Background: an optimization exercise with open tools, aiming at small area and few clock cycles. Do not read the settings as production practice.
Function not checked in this run: the RTL went through the layout flow alone.
Power and IR drop assume default switching activity.

### design/flow/config.mk
export PLATFORM = sky130hd
export DESIGN_NAME = eppe_page_engine
export DESIGN_NICKNAME = eppe_page_engine
export VERILOG_FILES = /design/flow/design.v
export SDC_FILE = /design/flow/constraint.sdc
export NUM_CORES = 4
export LEC_CHECK = 0
export CAP_MARGIN = 10
export CORE_MARGIN = 2
export CORE_UTILIZATION = 70
export SLEW_MARGIN = 10
export SYNTH_HIERARCHICAL = 1
export SYNTH_MINIMUM_KEEP_SIZE = 0
### design/flow/constraint.sdc
create_clock -name core_clock -period 20.0 [get_ports {clk}]
set_input_delay 4.0000 -clock core_clock [delete_from_list [all_inputs] [get_ports {clk}]]
set_output_delay 4.0000 -clock core_clock [all_outputs]
set_load 0.01 [all_outputs]
### design/flow/design.v
module eppe_pixel_xform (
    input  wire [1:0]  rot,
    input  wire        mirror,
    input  wire        phys,       
    input  wire [15:0] x_in,       
    input  wire [15:0] y_in,       
    output wire        in_range,
    output wire [5:0]  px,         
    output wire [5:0]  py          
);
    wire [5:0] xl = x_in[5:0];
    wire [5:0] yl = y_in[5:0];
    wire       xz = (x_in[15:6] == 10'd0);
    wire       yz = (y_in[15:6] == 10'd0);
    wire       x45 = xz && (xl < 6'd45);
    wire       y45 = yz && (yl < 6'd45);
    wire       swap = rot[0] && !phys;
    assign in_range = swap ? (x45 && yz) : (xz && y45);
    wire       fx = !phys && (rot[0] ? !rot[1] : (mirror ^ rot[1]));
    wire       fy = !phys && (rot[0] ? (mirror ^ rot[1]) : rot[1]);
    wire [5:0] u  = swap ? yl : xl;
    wire [5:0] v  = swap ? xl : yl;
    assign px = u ^ {6{fx}};
    assign py = fy ? (6'd44 - v) : v;
endmodule
module eppe_clip_axis (
    input  wire [15:0] s_in,    
    input  wire [15:0] l_in,    
    input  wire        flip,
    input  wire        d64,     
    output wire [6:0]  s3,
    output wire [6:0]  l4
);
    wire [6:0]  d   = d64 ? 7'd64 : 7'd45;
    wire [15:0] la  = l_in & {16{flip}};
    wire [16:0] v   = {s_in[15], s_in} + {la[15], la};      
    wire        neg = v[16];
    wire        big = !neg && ((v[15:7] != 9'd0) || v[6] || (!d64 && v[5:0] > 6'd45));
    wire [6:0]  vc  = neg ? 7'd0 : (big ? d : v[6:0]);
    wire [6:0]  dm  = d - vc;
    assign s3 = flip ? dm : vc;
    wire [6:0]  rem  = flip ? vc : dm;                    
    wire        lneg = l_in[15];
    wire        lbig = (l_in[14:7] != 8'd0) || (l_in[6:0] > rem);
    assign l4 = lneg ? 7'd0 : (lbig ? rem : l_in[6:0]);
endmodule
module eppe_page_engine (
    input  wire        clk,
    input  wire        rst,
    input  wire        cmd_valid,
    output wire        cmd_ready,
    input  wire [2:0]  cmd_op,
    input  wire [2:0]  cmd_arg,
    input  wire [15:0] cmd_x,
    input  wire [15:0] cmd_y,
    input  wire [15:0] cmd_w,
    input  wire [15:0] cmd_h,
    output wire        out_valid,
    input  wire        out_ready,
    output wire [7:0]  out_data,
    output wire [15:0] page,
    output wire [1:0]  rot,
    output wire        mirror,
    output wire        win_part,
    output wire [15:0] win_x,
    output wire [15:0] win_y,
    output wire [15:0] win_w,
    output wire [15:0] win_h,
    output wire [1:0]  diag
);
    localparam [2:0] OP_SET_ROTATION  = 3'd0;
    localparam [2:0] OP_SET_FULL_WIN  = 3'd1;
    localparam [2:0] OP_SET_PART_WIN  = 3'd2;
    localparam [2:0] OP_FILL          = 3'd3;
    localparam [2:0] OP_SET_PIXEL     = 3'd4;
    localparam [2:0] OP_SET_PIXEL_PHY = 3'd5;
    localparam [2:0] OP_BEGIN_FRAME   = 3'd6;
    localparam [2:0] OP_ADVANCE_PAGE  = 3'd7;
    function [7:0] ge_mask(input [2:0] a);
        ge_mask = 8'hFF << a;
    endfunction
    function [7:0] le_mask(input [2:0] a);
        le_mask = ~(8'hFE << a);
    endfunction
    function [5:0] times5(input [3:0] p);
        case (p)
            4'd0: times5 = 6'd0;   4'd1: times5 = 6'd5;   4'd2: times5 = 6'd10;
            4'd3: times5 = 6'd15;  4'd4: times5 = 6'd20;  4'd5: times5 = 6'd25;
            4'd6: times5 = 6'd30;  4'd7: times5 = 6'd35;  default: times5 = 6'd40;
        endcase
    endfunction
    function [6:0] divmod5(input [5:0] v);
        integer i, q, r;
        begin
            divmod5 = 7'd0;
            for (i = 0; i < 45; i = i + 1) begin
                q = i / 5;
                r = i % 5;
                if (v == i) divmod5 = {q[3:0], r[2:0]};
            end
        end
    endfunction
    reg  [1:0]  s_rot;
    reg         s_mirror;
    reg         s_win_part;
    reg  [3:0]  s_wx8, s_we8;              
    reg  [5:0]  s_wy, s_wh;
    reg  [3:0]  s_cur;                     
    reg         diag_badcmd, diag_passlock;
    reg  [1:0]  bg;                        
    reg  [1:0]  ph;                        
    reg  [2:0]  cw;                        
    reg         cw_all;                    
    reg         streaming;
    reg  [1:0]  st_bg;                     
    reg  [2:0]  st_r, st_rl;               
    reg  [2:0]  st_c, st_c0, st_cl;        
    reg  [1:0]  st_j;                      
    reg         st_held;                   
    reg  [3:0]  st_hold;                   
    wire active = !(s_cur[3] && s_cur[0]);
    assign page     = active ? {12'd0, s_cur} : 16'hFFFF;
    assign rot      = s_rot;
    assign mirror   = s_mirror;
    assign win_part = s_win_part;
    assign win_x    = s_win_part ? {9'd0, s_wx8, 3'd0} : 16'd0;
    assign win_y    = s_win_part ? {10'd0, s_wy} : 16'd0;
    assign win_w    = s_win_part ? {9'd0, s_we8 - s_wx8, 3'd0} : 16'd64;
    assign win_h    = s_win_part ? {10'd0, s_wh} : 16'd45;
    assign diag     = {diag_passlock, diag_badcmd};
    wire       pix_in_range;
    wire [5:0] pix_x, pix_y;
    eppe_pixel_xform u_xform (
        .rot(s_rot), .mirror(s_mirror), .phys(cmd_op[0]),
        .x_in(cmd_x), .y_in(cmd_y),
        .in_range(pix_in_range), .px(pix_x), .py(pix_y)
    );
    reg        clip_step;                  
    reg  [3:0] clip_x8, clip_e8;
    wire       clip_sw = s_rot[0] ^ clip_step;      
    wire [6:0] ax_s3, ax_l4;
    eppe_clip_axis u_axis (
        .s_in(clip_sw ? cmd_y : cmd_x), .l_in(clip_sw ? cmd_h : cmd_w),
        .flip(clip_step ? (s_rot[0] ? (s_rot[1] ^ s_mirror) : s_rot[1])
                        : (s_rot[0] ? !s_rot[1] : (s_rot[1] ^ s_mirror))),
        .d64(!clip_step), .s3(ax_s3), .l4(ax_l4)
    );
    wire [6:0] ax_xe = ax_s3 + ax_l4 + 7'd7;
    always @(posedge clk) begin
        clip_x8 <= ax_s3[6:3];
        clip_e8 <= (ax_l4 == 7'd0) ? ax_s3[6:3] : ax_xe[6:3];
    end
    wire [5:0] pg_start = times5(s_cur);
    wire [6:0] pix_dm  = divmod5(pix_y);
    wire       row_ok  = (pix_dm[6:3] == s_cur);
    wire [2:0] pix_r   = pix_dm[2:0];
    wire [2:0] pix_c   = pix_x[5:3];
    wire [1:0] pix_q   = pix_x[2:1];                          
    wire       pix_lo  = pix_x[0];                            
    wire [3:0] pw_c0 = s_win_part ? s_wx8 : 4'd0;
    wire [3:0] pw_c1 = s_win_part ? s_we8 : 4'd8;
    wire [5:0] pw_y0 = s_win_part ? s_wy : 6'd0;
    wire [5:0] pw_y1 = s_win_part ? s_wy + s_wh : 6'd45;
    wire [6:0] d0 = {1'b0, pw_y0} - {1'b0, pg_start};
    wire [6:0] d1 = {1'b0, pw_y1} - {1'b0, pg_start};
    wire [2:0] pr_r0 = d0[6] ? 3'd0 : d0[2:0];
    wire [2:0] pr_r1 = (!d1[6] && d1[5:0] > 6'd5) ? 3'd5 : d1[2:0];
    wire       rows_ok = !d1[6] && (d1 != 7'd0) && (d0[6] || d0[5:0] < 6'd5) &&
                         (d0[6] || d1[6:0] > d0[6:0]);
    wire       pr_empty = (pw_c1 == pw_c0) || !rows_ok;
    wire st_lastc = (st_c == st_cl);
    wire st_lastr = (st_r == st_rl);
    wire st_head  = streaming && !st_held && (ph == st_j);    
    wire st_take  = (st_head || st_held) && out_ready;
    wire st_rd    = st_take && (st_j == 2'd3);            
    wire st_end   = st_rd && st_lastc && st_lastr;
    wire [1:0] head_h, head_l;                            
    function [3:0] nib(input [1:0] code, input [1:0] bgc);
        reg [1:0] c;
        begin
            c = (code == 2'd0) ? bgc : code - 2'd1;       
            nib = (c == 2'd1) ? 4'h0 : ((c == 2'd2) ? 4'h4 : 4'h3);
        end
    endfunction
    wire [3:0] pair = st_held ? st_hold : {head_h, head_l};
    assign out_data  = {nib({pair[3], pair[1]}, st_bg), nib({pair[2], pair[0]}, st_bg)};
    assign out_valid = st_head || st_held;
    wire [7:0] reg_cols  = ge_mask(st_c0) & le_mask(st_cl);
    wire [7:0] reg_rows  = ge_mask(st_r) & le_mask(st_rl);
    wire [7:0] rows_next = (8'hFE << st_r) & le_mask(st_rl);
    wire [7:0] cols_left = ge_mask(st_c);
    reg        wb_v;
    reg  [2:0] wb_r, wb_c;                 
    reg  [1:0] wb_q;                       
    reg        wb_lo;                      
    reg  [1:0] wb_code;
    wire wb_pend = streaming && reg_cols[wb_c] &&
                   (rows_next[wb_r] || (wb_r == st_r && cols_left[wb_c]));
    wire wb_fire = wb_v && (ph == wb_q) && !wb_pend;
    wire wb_busy = wb_v && !wb_fire;       
    wire is_pix   = (cmd_op == OP_SET_PIXEL) || (cmd_op == OP_SET_PIXEL_PHY);
    wire col3     = (cmd_arg[1:0] == 2'd3);
    wire pix_do   = is_pix && !col3 && active && pix_in_range && row_ok;
    wire busy     = streaming && !st_end;
    wire cw_on    = (cw != 3'd0);
    reg stall;
    always @* begin
        case (cmd_op)
            OP_SET_PART_WIN:  stall = !active && !clip_step;
            OP_FILL:          stall = streaming && active && !col3;
            OP_SET_PIXEL,
            OP_SET_PIXEL_PHY: stall = pix_do && wb_busy;
            OP_BEGIN_FRAME:   stall = streaming && active;
            OP_ADVANCE_PAGE:  stall = active && (busy || cw_on || wb_busy);
            default:          stall = 1'b0;
        endcase
    end
    assign cmd_ready = !stall;
    wire accept = cmd_valid && !stall;
    wire [3:0] next_cur = (s_cur == 4'd8) ? 4'hF : s_cur + 4'd1;
    always @(posedge clk) begin
        if (rst) begin
            s_rot         <= 2'd0;
            s_mirror      <= 1'b0;
            s_win_part    <= 1'b0;
            s_cur         <= 4'hF;
            diag_badcmd   <= 1'b0;
            diag_passlock <= 1'b0;
            streaming     <= 1'b0;
            st_held       <= 1'b0;
            ph            <= 2'd0;
            cw            <= 3'd0;
            clip_step     <= 1'b0;
            wb_v          <= 1'b0;
        end else begin
            if (wb_fire) wb_v <= 1'b0;
            if (accept && pix_do) begin
                wb_v    <= 1'b1;
                wb_r    <= pix_r;
                wb_c    <= pix_c;
                wb_q    <= pix_q;
                wb_lo   <= pix_lo;
                wb_code <= cmd_arg[1:0] + 2'd1;
            end
            if (accept && ((cmd_op == OP_FILL && active && !col3) ||
                           cmd_op == OP_BEGIN_FRAME))
                wb_v <= 1'b0;
            ph <= ph + 2'd1;
            if (cw_on) cw <= cw - 3'd1;
            if (st_take) st_j <= st_j + 2'd1;
            if (st_head && !out_ready) begin
                st_held <= 1'b1;
                st_hold <= {head_h, head_l};
            end
            if (st_held && out_ready) st_held <= 1'b0;
            if (st_rd) begin
                if (st_lastc) begin
                    st_c <= st_c0;
                    st_r <= st_r + 3'd1;
                end else begin
                    st_c <= st_c + 3'd1;
                end
            end
            if (st_end) streaming <= 1'b0;
            if (cmd_valid && cmd_op == OP_SET_PART_WIN && !active && !clip_step)
                clip_step <= 1'b1;
            if (accept) begin
                case (cmd_op)
                    OP_SET_ROTATION: begin
                        s_rot    <= cmd_arg[1:0];
                        s_mirror <= cmd_arg[2];
                    end
                    OP_SET_FULL_WIN: begin
                        if (active) diag_passlock <= 1'b1;
                        else        s_win_part    <= 1'b0;
                    end
                    OP_SET_PART_WIN: begin
                        if (active) begin
                            diag_passlock <= 1'b1;
                        end else begin
                            s_win_part <= 1'b1;
                            clip_step  <= 1'b0;
                            s_wx8      <= clip_x8;
                            s_we8      <= clip_e8;
                            s_wy       <= ax_s3[5:0];
                            s_wh       <= ax_l4[5:0];
                        end
                    end
                    OP_FILL: begin
                        if (col3) begin
                            diag_badcmd <= 1'b1;
                        end else if (active) begin
                            cw     <= 3'd4;
                            cw_all <= 1'b1;
                            bg     <= cmd_arg[1:0];
                        end
                    end
                    OP_SET_PIXEL, OP_SET_PIXEL_PHY: begin
                        if (col3) diag_badcmd <= 1'b1;
                    end
                    OP_BEGIN_FRAME: begin
                        s_cur <= 4'd0;
                        bg    <= 2'd0;
                        if (!streaming) begin
                            cw     <= 3'd4;
                            cw_all <= 1'b1;
                        end
                    end
                    OP_ADVANCE_PAGE: begin
                        if (active) begin
                            s_cur  <= next_cur;
                            bg     <= 2'd0;
                            cw     <= 3'd4;
                            cw_all <= pr_empty;
                            if (!pr_empty) begin
                                streaming <= 1'b1;
                                st_bg <= bg;
                                st_r  <= pr_r0;
                                st_rl <= pr_r1 - 3'd1;
                                st_c  <= pw_c0[2:0];
                                st_c0 <= pw_c0[2:0];
                                st_cl <= pw_c1[2:0] - 3'd1;
                                st_j  <= 2'd0;
                            end
                        end
                    end
                    default: ;
                endcase
            end
        end
    end
    wire [1:0] code   = wb_code;
    wire [4:0] row_clr = {5{cw_on}} & ({5{cw_all}} | ~reg_rows[4:0]);
    wire [7:0] col_clr = {8{cw_on}} & ({8{cw_all}} | ~reg_cols);
    wire [4:0] row_rd  = {5{st_head}} & (5'd1 << st_r);
    wire [7:0] col_rd  = 8'd1 << st_c;
    wire [4:0] row_wr  = {5{wb_fire}} & (5'd1 << wb_r);
    wire [7:0] col_hi  = {8{!wb_lo}} & (8'd1 << wb_c);
    wire [7:0] col_lo  = {8{wb_lo}} & (8'd1 << wb_c);
    wire [79:0] heads_h, heads_l;           
    genvar gr, gc;
    generate
        for (gr = 0; gr < 5; gr = gr + 1) begin : g_row
            for (gc = 0; gc < 8; gc = gc + 1) begin : g_col
                wire clr   = row_clr[gr] || col_clr[gc] || (row_rd[gr] && col_rd[gc]);
                wire wr_hi = row_wr[gr] && col_hi[gc];
                wire wr_lo = row_wr[gr] && col_lo[gc];
                wire [1:0] h0, l0;
                eppe_ring u_ring (
                    .clk(clk), .clr(clr), .wr_hi(wr_hi), .wr_lo(wr_lo),
                    .code(code), .head_h(h0), .head_l(l0)
                );
                assign heads_h[(gr*8+gc)*2 +: 2] = h0;
                assign heads_l[(gr*8+gc)*2 +: 2] = l0;
            end
        end
    endgenerate
    reg [3:0] row_head [0:4];
    reg [3:0] rd_head;
    integer k;
    always @* begin
        for (k = 0; k < 5; k = k + 1) begin
            case (st_c)
                3'd0: row_head[k] = {heads_h[k*16+0  +: 2], heads_l[k*16+0  +: 2]};
                3'd1: row_head[k] = {heads_h[k*16+2  +: 2], heads_l[k*16+2  +: 2]};
                3'd2: row_head[k] = {heads_h[k*16+4  +: 2], heads_l[k*16+4  +: 2]};
                3'd3: row_head[k] = {heads_h[k*16+6  +: 2], heads_l[k*16+6  +: 2]};
                3'd4: row_head[k] = {heads_h[k*16+8  +: 2], heads_l[k*16+8  +: 2]};
                3'd5: row_head[k] = {heads_h[k*16+10 +: 2], heads_l[k*16+10 +: 2]};
                3'd6: row_head[k] = {heads_h[k*16+12 +: 2], heads_l[k*16+12 +: 2]};
                default: row_head[k] = {heads_h[k*16+14 +: 2], heads_l[k*16+14 +: 2]};
            endcase
        end
        case (st_r)
            3'd0: rd_head = row_head[0];
            3'd1: rd_head = row_head[1];
            3'd2: rd_head = row_head[2];
            3'd3: rd_head = row_head[3];
            default: rd_head = row_head[4];
        endcase
    end
    assign head_h = rd_head[3:2];
    assign head_l = rd_head[1:0];
endmodule
module eppe_ring (
    input  wire       clk,
    input  wire       clr,
    input  wire       wr_hi,
    input  wire       wr_lo,
    input  wire [1:0] code,
    output wire [1:0] head_h,
    output wire [1:0] head_l
);
    reg  [1:0] h0, h1, h2, h3;
    reg  [1:0] l0, l1, l2, l3;
    wire       keep_hi = !(wr_hi || clr);
    wire       keep_lo = !(wr_lo || clr);
    wire [1:0] nh, nl;
    assign nh[1] = (keep_hi && h0[1]) || (wr_hi && code[1]);
    assign nh[0] = (keep_lo && h0[0]) || (wr_lo && code[1]);
    assign nl[1] = (keep_hi && l0[1]) || (wr_hi && code[0]);
    assign nl[0] = (keep_lo && l0[0]) || (wr_lo && code[0]);
    always @(posedge clk) begin
        h0 <= h1; h1 <= h2; h2 <= h3; h3 <= nh;
        l0 <= l1; l1 <= l2; l2 <= l3; l3 <= nl;
    end
    assign head_h = h0;
    assign head_l = l0;
endmodule
### design/flow/flow/run.sh
#!/bin/bash
# The standard layout, with two changes:
#  - input and output ports get the smallest buffer (buf_1);
#  - clock tree synthesis uses no dummy loads and larger sink clusters.
set -euo pipefail
export BUFFER_PORTS_ARGS="-buffer_cell sky130_fd_sc_hd__buf_1"
export CTS_ARGS="-sink_clustering_enable -repair_clock_nets -dont_use_dummy_load -sink_clustering_size 28 -sink_clustering_max_diameter 84"
bash standard.sh > make_flow.log 2>&1
### design/flow/standard.sh
#!/bin/bash
# synth_recipe.tcl (not shown) runs the flow's synth.tcl, then flattens the netlist and writes it again
# the make line also repeats each setting of config.mk as NAME=value (left out here)
make -C /OpenROAD-flow-scripts/flow DESIGN_CONFIG=/design/flow/config.mk WORK_HOME=/design/flow/orfs CLKGATE_MAP_FILE= SYNTH_SCRIPT=/design/flow/synth_recipe.tcl "${@:-finish}"
==> reports/qor.csv <==
metric,value,unit
outcome,finished clean,
Worst slew margin,0.264,
Initial Util,0.713,
# nets final,2588,
Initial DRC Count,1815,
total CTS buffers,30,
Crit Path Class,input port to output port,
PwrDens,96.3,nW/um^2
number of distinct library cells after synthesis,93,
Hold Path Origin,g_row[1].g_col[1].u_ring.l2[1],
clk buf depth,3,
worst-path cell chain,"buf_1, nand2b_4, mux2i_1, nand3b_1, xnor2_1, inv_1, or3_1, a21oi_1, a21oi_1, xnor2_1, nor3_1, a31oi_1, buf_1",
Final min period,12.31,ns
maximum VDD drop,0.0905,mV
Die X,198,um
"Arr. time, crit path",8.31,ns
Die Ht,198,um
cells on worst reg2reg path,48,
DR vias/cell,6.29,
Fmax,81.2,MHz
Resized cells post-CTS,0,
Tot GR Track Use,0.328,
Worst Path Required,16.00,ns
Leak,10.8,nW
mean post-synth cell area,11.2,um^2
Initial DRT Pass Iterations,7,
die footprint,39000,um^2
CP Max Fanout,17,
GPL Wtd Cong,0.933,
setup TNS,0,ns
"delay-heaviest family, CP",simple AND/OR/NAND/NOR gates,
worst-margin pin slew,1.08,ns
Critical R2R Capture,clip_e8[3],
fraction of layout cells with a size suffix above 1,0.0521,
endpoint type of the worst setup path,output port,
RSZ-0062 raised after global routing,no,
Crit-path slowest cell,xnor2_1,
grt ovf,0,
synthesis warning total,9,
I/O Buffers,123,
reg-to-reg startpoint,clip_step,
dominant synthesized flop cell,dfxtp_1,
cts hold-fix bufs,0,
drt wl/cell,22.3,um
clk_skew,0.0274,ns
core area,36800,um^2
WL final,64400,um
number of flops mapped to enable cells by yosys,57,
setup slack at placement,7.47,ns
Final Hold Vio Count,0,
largest net degree at the start of global routing,81,
Startpoint Class,input port,
Cell Rows,70,
Final Util,0.750,
CTS tree,built,
max cap viols,0,
H-Tree Depth,1,
CP max stage delay,0.82,ns
initial antenna violation count,0,
detailed placer's ending HPWL,44100,um
Root Buffer,clkbuf_16,
post-CTS setup buffers,0,
Tcrit/Tclk final,0.616,
ant diodes,0,
setup violators final,0,
WHS Path Cells,0,
final antenna-violating net count,0,
"Seq/Total Area, Yosys",0.579,
Sink Count,730,
pins over their slew limit,0,
Residual DRC,0,
share of flip-flops with an asynchronous set or reset,0,
vias in the first global route,17657,
Buf/Inv on CP,3,
"Cell Area, Synth",26200,um^2
worst hold endpoint,g_row[1].g_col[1].u_ring.l1[1],
first-pass GRT wire length,99000,um
via count,18166,
Post-Synthesis Cells,2340,
worst skew pair latency,0.61,ns
Worst Hold Class,register to register,
Worst-path clk slew,0.10,ns
I/O pins,170,
setup ws final,7.69,ns
R2R setup slack,9.94,ns
Yosys reg bits,730,
area delta synth->final,5.24,%
## layer usage
metal  wire length, um  global-route usage  part of all wire
met1             27100               0.438              0.42
met2             30300               0.551              0.47
met3              4590              0.0398             0.071
met4              2370               0.121             0.037
met5                 0                   0                 0
## per-module statistics from Yosys, one instance, submodules excluded
module | times used | cells inside
eppe_pixel_xform | 1 | 57
eppe_page_engine | 1 | 1135
eppe_clip_axis | 1 | 268
eppe_ring | 40 | 22
## worst reg2reg max path, delay by kind of cell (launching register included)
kind	cells	cell delay [ns]
AOI/OAI and AO/OA	11	2.36
xor gates and xnor gates	4	0.63
adders and majority gates	8	2.23
buffers and inverters	8	1.11
DFF	1	0.42
muxes	1	0.35
and+or+nand+nor	16	2.81
## worst max-delay path by stage
stage / startpoint / end / depth (start not counted)
global route: cmd_w[4] / clip_e8[3] / 42
floorplan: cmd_w[4] / clip_e8[3] / 42
detailed placement: cmd_w[4] / clip_e8[3] / 43
CTS: cmd_op[0] / cmd_ready / 13
finish: cmd_op[0] / cmd_ready / 13
global placement: cmd_w[4] / clip_e8[3] / 43
## synth_stat cells, types with 39 or more instances
cell type / number / area share
ha_1: 89 / 0.042
a22o_1: 170 / 0.057
edfxtp_1: 57 / 0.065
clkbuf_1: 67 / 0.0096
inv_1: 67 / 0.0096
mux2i_1: 42 / 0.016
nand3_1: 46 / 0.0088
mux2_2: 39 / 0.017
dfxtp_1: 673 / 0.51
nor2_1: 234 / 0.034
o211ai_1: 43 / 0.012
nand2_1: 107 / 0.015
xnor2_1: 42 / 0.014
o21ai_0: 64 / 0.012
buf_4: 62 / 0.018
a21oi_1: 64 / 0.012
## area by class of cell
| type | count | area [um^2] |
|---|---|---|
| Timing Repair Buffer | 143 | 612 |
| Multi-Input combinational cell | 1446 | 10200 |
| Fill cell | 2512 | 9200 |
| Clock buffer | 30 | 751 |
| Inverter | 69 | 259 |
| Sequential cell | 730 | 15200 |
| Tap cell | 468 | 586 |
## report_power, final
| group | switching (mW) | total (mW) | leakage (nW) | internal (mW) |
|---|---|---|---|---|
| clock | 0.408 | 0.677 | 0.370 | 0.268 |
| combinational | 0.343 | 0.489 | 4.48 | 0.146 |
| sequential | 0.00791 | 1.49 | 5.94 | 1.48 |
| total | 0.759 | 2.66 | 10.8 | 1.90 |
## cell usage in the layout (no fill, tap or decap), types with 12 or more instances in the layout
master	n
o211ai_1	43
conb_1	46
nor4_1	16
nand2_1	107
a221oi_1	12
buf_4	20
dfxtp_1	673
ha_1	89
mux2i_1	42
mux2_2	39
buf_1	123
xor2_1	27
clkbuf_16	30
a22oi_1	16
inv_1	67
nor2_1	234
a22o_1	170
edfxtp_1	57
nor3_1	23
xnor2_1	41
a222oi_1	28
and2_1	35
nand3_1	46
a21o_1	13
o21ai_0	64
a21oi_1	64
nor2b_1	37
a211oi_1	16
nand2b_1	33
nand3b_1	15
## per-stage QoR
stage	cell area (um^2)	hold WS, ns	std cells	power, mW
after floorplan	26400	0.310	2385	1.84
after global placement	26800	0.310	2856	1.97
after detailed placement	26800	0.312	2856	1.99
after CTS	27600	0.315	2886	2.65
after global routing	27600	0.319	2886	2.75
final	27600	0.314	2886	2.66
## flip-flops by register name, indices dropped and copies added (netlist names), 80 cells and up, named ones only
register,count
g_row.g_col.u_ring.h3,80
g_row.g_col.u_ring.l0,80
g_row.g_col.u_ring.h2,80
g_row.g_col.u_ring.l2,80
g_row.g_col.u_ring.l3,80
g_row.g_col.u_ring.l1,80
g_row.g_col.u_ring.h1,80
g_row.g_col.u_ring.h0,80
## kinds of logic (layout without fill, tap and decap cells)
kind of cell               Yosys count  in the layout  share of synthesized area
DFF                                730            730                      0.579
buffers and inverters              209            242                     0.0396
adders and majority gates           97             97                     0.0474
xor gates and xnor gates            70             70                     0.0234
AOI/OAI and AO/OA                  540            540                      0.160
and+or+nand+nor                    607            607                      0.114
muxes                               86             86                     0.0357
other                                1             46                   0.000143

separate check: timing with driven ports:
How much do the figures lean on ideal ports? The routed layout below was timed once more, with nothing changed but the port constraints. Step 1 assumes that a clkbuf_16 drives the clock port and a buf_2 every other input. Step 2, shift: input delay + t, output delay - t, t = (earliest + latest rising clock arrival at the registers) / 2. This alone moves slack from input paths to output paths. a / b / c = ideal ports / drivers / drivers and shift; a / b = the first two.
t (ns): 0.656
slack for setup (ns): 7.685 / 7.660 / 7.414
hold WS [ns]: 0.314 / 0.314 / 0.314
After both steps this run still meets setup and hold. The setup slack of this run moves by -0.025 ns with the drivers and by -0.271 ns with both steps.
